What follows belongs to an exercise in optimizing a design on an open flow for small area, a short achievable clock period and few clock cycles per item; a production flow would make more cautious choices.
Where RTL was checked, it was by simulation tests only, not by an equivalence proof against the original.
Power figures rest on the tool's default switching activity, not on a simulated workload.

== P ==
==> flow/design.v (excerpt) <==
module frame_encoder #(
    parameter MAX_LEN = 64
) (
    input  wire       clk,
    input  wire       rst,
    input  wire       in_valid,
    output reg        in_ready,
    input  wire [7:0] in_data,
    input  wire       in_last,
    input  wire       in_corrupt,
    output reg        out_valid,
    input  wire       out_ready,
    output reg  [7:0] out_data,
    output reg        out_last
);
Size in the first run: about 1,400 cells after synthesis, about 25 I/O pins, ~18,000 um^2 of cells after synthesis.
export LEC_CHECK = 0
export ABC_AREA = 1
export CAP_MARGIN = 20
export CORE_MARGIN = 2
export CORE_UTILIZATION = 40
export CTS_CLUSTER_DIAMETER = 100
export CTS_CLUSTER_SIZE = 24
export PLACE_DENSITY = 0.6
export SETUP_SLACK_MARGIN = 3.7
export SLEW_MARGIN = 20
create_clock -name core_clock -period 6.0 [get_ports {clk}]
run.sh (not shown) runs the stock make flow with config.mk's settings and CLKGATE_MAP_FILE= SYNTH_SCRIPT=/design/flow/synth_recipe.tcl, a recipe that flattens the netlist after the stock synthesis.
P | stages: all done | timing, DRC, antenna: all pass
Testbench counts of P, summed over its fixed seeds: cycles 47,298, frames 1,200.
The inputs of Q differ from those of P as listed below.
--- a/flow/config.mk
+++ b/flow/config.mk
@@ -14,3 +14,3 @@
 export PLACE_DENSITY = 0.6
-export SETUP_SLACK_MARGIN = 3.7
+export SETUP_SLACK_MARGIN = 3.5
 export SLEW_MARGIN = 20
[summary]
Measured against each other, P and Q differ in final standard cell utilization of the core, the higher figure coming from P.
Q: final area lower than P
Taking P as the reference, in Q number of iterations in the first detailed-routing pass now sits lower; sequential cell area in the final layout now sits at about the same level.
Going from P to Q, slew at the pin closest to its max-slew limit shows an increase of 35 ps; count of plain and timing-repair buffers in the layout decreased 5.6%.


== tundra ==
The RTL this note starts from:
==> flow/design.v <==
module frame_encoder #(
    parameter MAX_LEN = 64
) (
    input  wire       clk,
    input  wire       rst,
    input  wire       in_valid,
    output reg        in_ready,
    input  wire [7:0] in_data,
    input  wire       in_last,
    input  wire       in_corrupt,
    output reg        out_valid,
    input  wire       out_ready,
    output reg  [7:0] out_data,
    output reg        out_last
);
    localparam N  = 69;
    localparam PW = 7;
    localparam W_OPEN  = 3'd0;
    localparam W_CODE0 = 3'd1;
    localparam W_DATA  = 3'd2;
    localparam W_T1    = 3'd3;
    localparam W_T2    = 3'd4;
    localparam W_CLOSE = 3'd5;
    localparam R_OPEN  = 2'd0;
    localparam R_CODE0 = 2'd1;
    localparam R_BODY  = 2'd2;
    function [15:0] crc_step(input [15:0] c, input [7:0] b);
        reg [7:0] x;
        begin
            x = c[15:8] ^ b;
            x = x ^ (x >> 4);
            crc_step = (c << 8) ^ ({8'd0, x} << 12) ^ ({8'd0, x} << 5) ^ {8'd0, x};
        end
    endfunction
    reg  [7:0]   r_data [0:N-1];
    reg  [N-1:0] r_flag;
    reg  [PW-1:0] ic;         
    reg          init;        
    reg  [PW-1:0] w_wait;     
    reg  [PW-1:0] r_wait;     
    reg          w_turn;      
    reg          r_turn;      
    reg  [PW-1:0] cnt;        
    reg          c_zero;      
    reg          c_full;      
    reg          c_high;      
    reg          cons;        
    reg          h_valid;
    reg  [7:0]   h_data;
    reg          h_zero;
    reg          h_last;
    reg          h_corrupt;
    reg  [2:0]   w_state;
    reg  [15:0]  crc;
    reg          corrupt;     
    reg          lo_z, hi_z;  
    reg  [1:0]   r_state;
    wire out_free = !out_valid || out_ready;
    wire in_fire  = in_valid && in_ready;
    wire       t_hi   = (w_state == W_T1) ^ !corrupt;
    wire [7:0] t_byte = t_hi ? crc[15:8] : crc[7:0];
    wire       t_zero = t_hi ? hi_z : lo_z;
    wire w_src  = (w_state == W_OPEN || w_state == W_DATA) ? h_valid : 1'b1;
    wire write  = w_turn && !c_full && w_src;
    wire proc   = write && (w_state == W_DATA);    
    reg        w_flag;
    reg  [7:0] w_byte;
    always @* begin
        w_flag = 1'b0;
        w_byte = h_data;
        case (w_state)
            W_DATA:  w_flag = h_zero;
            W_T1, W_T2: begin
                w_flag = t_zero;
                w_byte = t_byte;
            end
            W_CLOSE: begin
                w_flag = 1'b1;
                w_byte = 8'd1;
            end
            default: ;
        endcase
    end
    reg  [2:0] w_state_n;
    always @* begin
        w_state_n = w_state;
        if (write) begin
            case (w_state)
                W_OPEN:  w_state_n = W_CODE0;
                W_CODE0: w_state_n = W_DATA;
                W_DATA:  if (h_last) w_state_n = W_T1;
                W_T1:    w_state_n = W_T2;
                W_T2:    w_state_n = W_CLOSE;
                default: w_state_n = W_OPEN;
            endcase
        end
    end
    wire       s_flag = r_flag[N-2];
    wire [7:0] s_byte = r_data[N-2];
    reg  [127:0] g;           
    reg          fv [0:7][0:127];
    reg  [6:0]   fi [0:7][0:127];
    integer l, k;
    always @* begin
        g = 128'd0;
        for (k = 1; k <= N - 3; k = k + 1)
            g[k] = r_flag[N-3-k];
        for (k = 0; k < 128; k = k + 1) begin
            fv[0][k] = g[k];
            fi[0][k] = 7'd0;
        end
        for (l = 1; l <= 7; l = l + 1)
            for (k = 0; k < (128 >> l); k = k + 1) begin
                fv[l][k] = fv[l-1][2*k] | fv[l-1][2*k+1];
                fi[l][k] = fv[l-1][2*k] ? fi[l-1][2*k]
                                        : (fi[l-1][2*k+1] | (7'd1 << (l-1)));
            end
    end
    reg        gap_found;     
    reg  [6:0] gap_near;      
    wire       found = gap_found || r_flag[0];
    wire [6:0] gap   = gap_found ? gap_near : N - 2;
    wire is_close  = s_flag && s_byte[0];
    wire need_code = (r_state == R_CODE0) || ((r_state == R_BODY) && s_flag && !s_byte[0]);
    wire consume   = r_turn && !c_zero && out_free && (!need_code || found);
    wire          c_up   = write && !consume;
    wire          c_down = !write && consume;
    wire [PW-1:0] cnt_p  = cnt + 1'b1;
    wire [PW-1:0] cnt_m  = cnt - 1'b1;
    wire [PW-1:0] cnt_n  = c_up ? cnt_p : c_down ? cnt_m : cnt;
    wire          zero_n = c_up ? 1'b0 : c_down ? (cnt_m == 0) : c_zero;
    wire          high_n = c_up ? (cnt_p == N - 1) : c_down ? (cnt_m == N - 1) : c_high;
    wire          empty    = c_zero && !write;
    wire [PW-1:0] w_wait_n = (empty || write) ? {PW{1'b0}} :
                             w_turn ? N - 1 : w_wait - 1'b1;
    wire [PW-1:0] r_wait_n = empty ? N - 1 :
                             consume ? {PW{1'b0}} :
                             r_turn ? N - 1 : r_wait - 1'b1;
    wire          w_turn_n = empty || write || (!w_turn && w_wait == 1);
    wire          r_turn_n = !empty && (consume || (!r_turn && r_wait == 1));
    wire          full_n   = c_up ? c_high : c_down ? 1'b0 : c_full;
    wire          h_valid_n = in_fire || (h_valid && !proc);
    wire          proc_n    = (w_state_n == W_DATA) && w_turn_n && !full_n;
    integer i;
    always @(posedge clk) begin
        for (i = 1; i < N; i = i + 1)
            r_data[i] <= r_data[i-1];
        r_data[0] <= write ? w_byte : r_data[N-1];
    end
    always @(posedge clk) begin
        r_flag <= {r_flag[N-2:0],
                   rst ? 1'b0 :
                   write ? w_flag : (r_flag[N-1] && !cons && !init)};
    end
    always @(posedge clk) begin
        if (rst) begin
            ic        <= 0;
            init      <= 1'b1;
            w_wait    <= 0;
            r_wait    <= N - 1;
            w_turn    <= 1'b1;
            r_turn    <= 1'b0;
            cnt       <= 0;
            c_zero    <= 1'b1;
            c_full    <= 1'b0;
            c_high    <= 1'b0;
            cons      <= 1'b0;
            h_valid   <= 1'b0;
            in_ready  <= 1'b1;
            w_state   <= W_OPEN;
            crc       <= 16'hFFFF;
            r_state   <= R_OPEN;
            out_valid <= 1'b0;
            out_data  <= 8'h00;
            out_last  <= 1'b0;
        end else begin
            if (init) ic <= ic + 1'b1;
            if (ic == N - 1) init <= 1'b0;
            w_wait  <= w_wait_n;
            r_wait  <= r_wait_n;
            w_turn  <= w_turn_n;
            r_turn  <= r_turn_n;
            cnt     <= cnt_n;
            c_zero  <= zero_n;
            c_full  <= full_n;
            c_high  <= high_n;
            cons    <= consume;
            gap_found <= fv[7][0];
            gap_near  <= fi[7][0];
            w_state <= w_state_n;
            if (in_ready) begin
                h_data    <= in_data;
                h_zero    <= (in_data == 8'h00);
                h_last    <= in_last;
                h_corrupt <= in_corrupt;
            end
            h_valid  <= h_valid_n;
            in_ready <= !h_valid_n || proc_n;
            if (proc) begin
                crc  <= crc_step(crc, h_data);
                lo_z <= (crc_step(crc, h_data) & 16'h00FF) == 16'h0000;
                hi_z <= (crc_step(crc, h_data) & 16'hFF00) == 16'h0000;
                if (h_last) corrupt <= h_corrupt;
            end
            if (write && w_state == W_CLOSE) crc <= 16'hFFFF;
            if (out_valid && out_ready) out_valid <= 1'b0;
            if (consume) begin
                out_valid <= 1'b1;
                out_last  <= 1'b0;
                case (r_state)
                    R_OPEN: begin
                        out_data <= 8'h00;
                        r_state  <= R_CODE0;
                    end
                    R_CODE0: begin
                        out_data <= {1'b0, gap};
                        r_state  <= R_BODY;
                    end
                    default: begin
                        if (!s_flag) begin
                            out_data <= s_byte;
                        end else if (is_close) begin
                            out_data <= 8'h00;
                            out_last <= 1'b1;
                            r_state  <= R_OPEN;
                        end else begin
                            out_data <= {1'b0, gap};
                        end
                    end
                endcase
            end
        end
    end
endmodule
==> flow/config.mk <==
export PLATFORM = sky130hd
export DESIGN_NAME = frame_encoder
export DESIGN_NICKNAME = frame_encoder
export VERILOG_FILES = /design/flow/design.v
export SDC_FILE = /design/flow/constraint.sdc
export NUM_CORES = 4
export LEC_CHECK = 0
export ABC_AREA = 1
export CAP_MARGIN = 20
export CORE_MARGIN = 2
export CORE_UTILIZATION = 40
export CTS_CLUSTER_DIAMETER = 100
export CTS_CLUSTER_SIZE = 24
export PLACE_DENSITY = 0.6
export SETUP_SLACK_MARGIN = 3.5
export SLEW_MARGIN = 20
==> flow/constraint.sdc <==
create_clock -name core_clock -period 6.0 [get_ports {clk}]
set_input_delay 1.2000 -clock core_clock [delete_from_list [all_inputs] [get_ports {clk}]]
set_output_delay 1.2000 -clock core_clock [all_outputs]
set_load 0.01 [all_outputs]
What delta does differently from tundra at the input level:
# tundra
export LEC_CHECK = 0
export ABC_AREA = 1
export CAP_MARGIN = 20
export CORE_MARGIN = 2
export CORE_UTILIZATION = 40
export CTS_CLUSTER_DIAMETER = 100
export CTS_CLUSTER_SIZE = 24
export PLACE_DENSITY = 0.6
export SETUP_SLACK_MARGIN = 3.5
export SLEW_MARGIN = 20
create_clock -name core_clock -period 6.0 [get_ports {clk}]
# delta
export LEC_CHECK = 0
export ABC_AREA = 1
export ABC_CLOCK_PERIOD_IN_PS = 2400
export CAP_MARGIN = 20
export CORE_MARGIN = 2
export CORE_UTILIZATION = 40
export CTS_CLUSTER_DIAMETER = 100
export CTS_CLUSTER_SIZE = 24
export PLACE_DENSITY = 0.6
export SETUP_SLACK_MARGIN = 3.5
export SLEW_MARGIN = 20
create_clock -name core_clock -period 6.0 [get_ports {clk}]
Findings:
- delta | status: complete | timing, DRC, antenna: pass
- From delta to tundra, biggest fanout along the worst timing path did not move at all.
- From tundra to delta the numbers moved as follows: layout overhead on the synthesized area has remained practically unchanged; post-layout net count closely matched the old numbers.
- Re wire length of the first global-routing pass: no difference whatsoever between tundra and delta.
- In terms of clock sink count, tundra and delta differ only marginally.
- Between delta and tundra, the total power figures differ only marginally.
- delta against tundra: total number of cells along the worst setup path comparable, number of vias per cell after detailed routing comparable, number of combinational gates with multiple inputs comparable.
Function was not checked in any run of this note: the RTL went through the layout flow alone.

afterwards: timing with drivers on the ports:
Ports are ideal in the flow. The routed layouts listed here were re-timed in OpenROAD.
Step 1 sets driving cells, clkbuf_16 on the clock port and buf_2 on the other inputs (assumed; they add their load-dependent delay and slew).
Step 2, shift: input delay + t, output delay - t, t = (earliest + latest rising clock arrival at the registers) / 2. This alone moves slack from input paths to output paths.
Slacks: ideal / step 1 / step 2; pairs: ideal / step 1.
run	shift t [ns]	setup slack, ns	worst setup path after step 2	worst register clock-pin slew, ns	cell pins on the clock port's net
P	0.615	3.444 / 3.467 / 2.852	input to register	0.10 / 0.10	1
Q	0.612	3.476 / 3.495 / 2.883	input to register	0.10 / 0.10	1
tundra	0.575	3.587 / 3.537 / 3.091	input to register	0.09 / 0.09	1
delta	0.575	3.587 / 3.537 / 3.091	input to register	0.09 / 0.09	1
After both steps every run listed still meets setup and hold. For Q, which loses most, drivers alone change the setup slack by +0.019 ns; drivers and shift together by -0.593 ns.
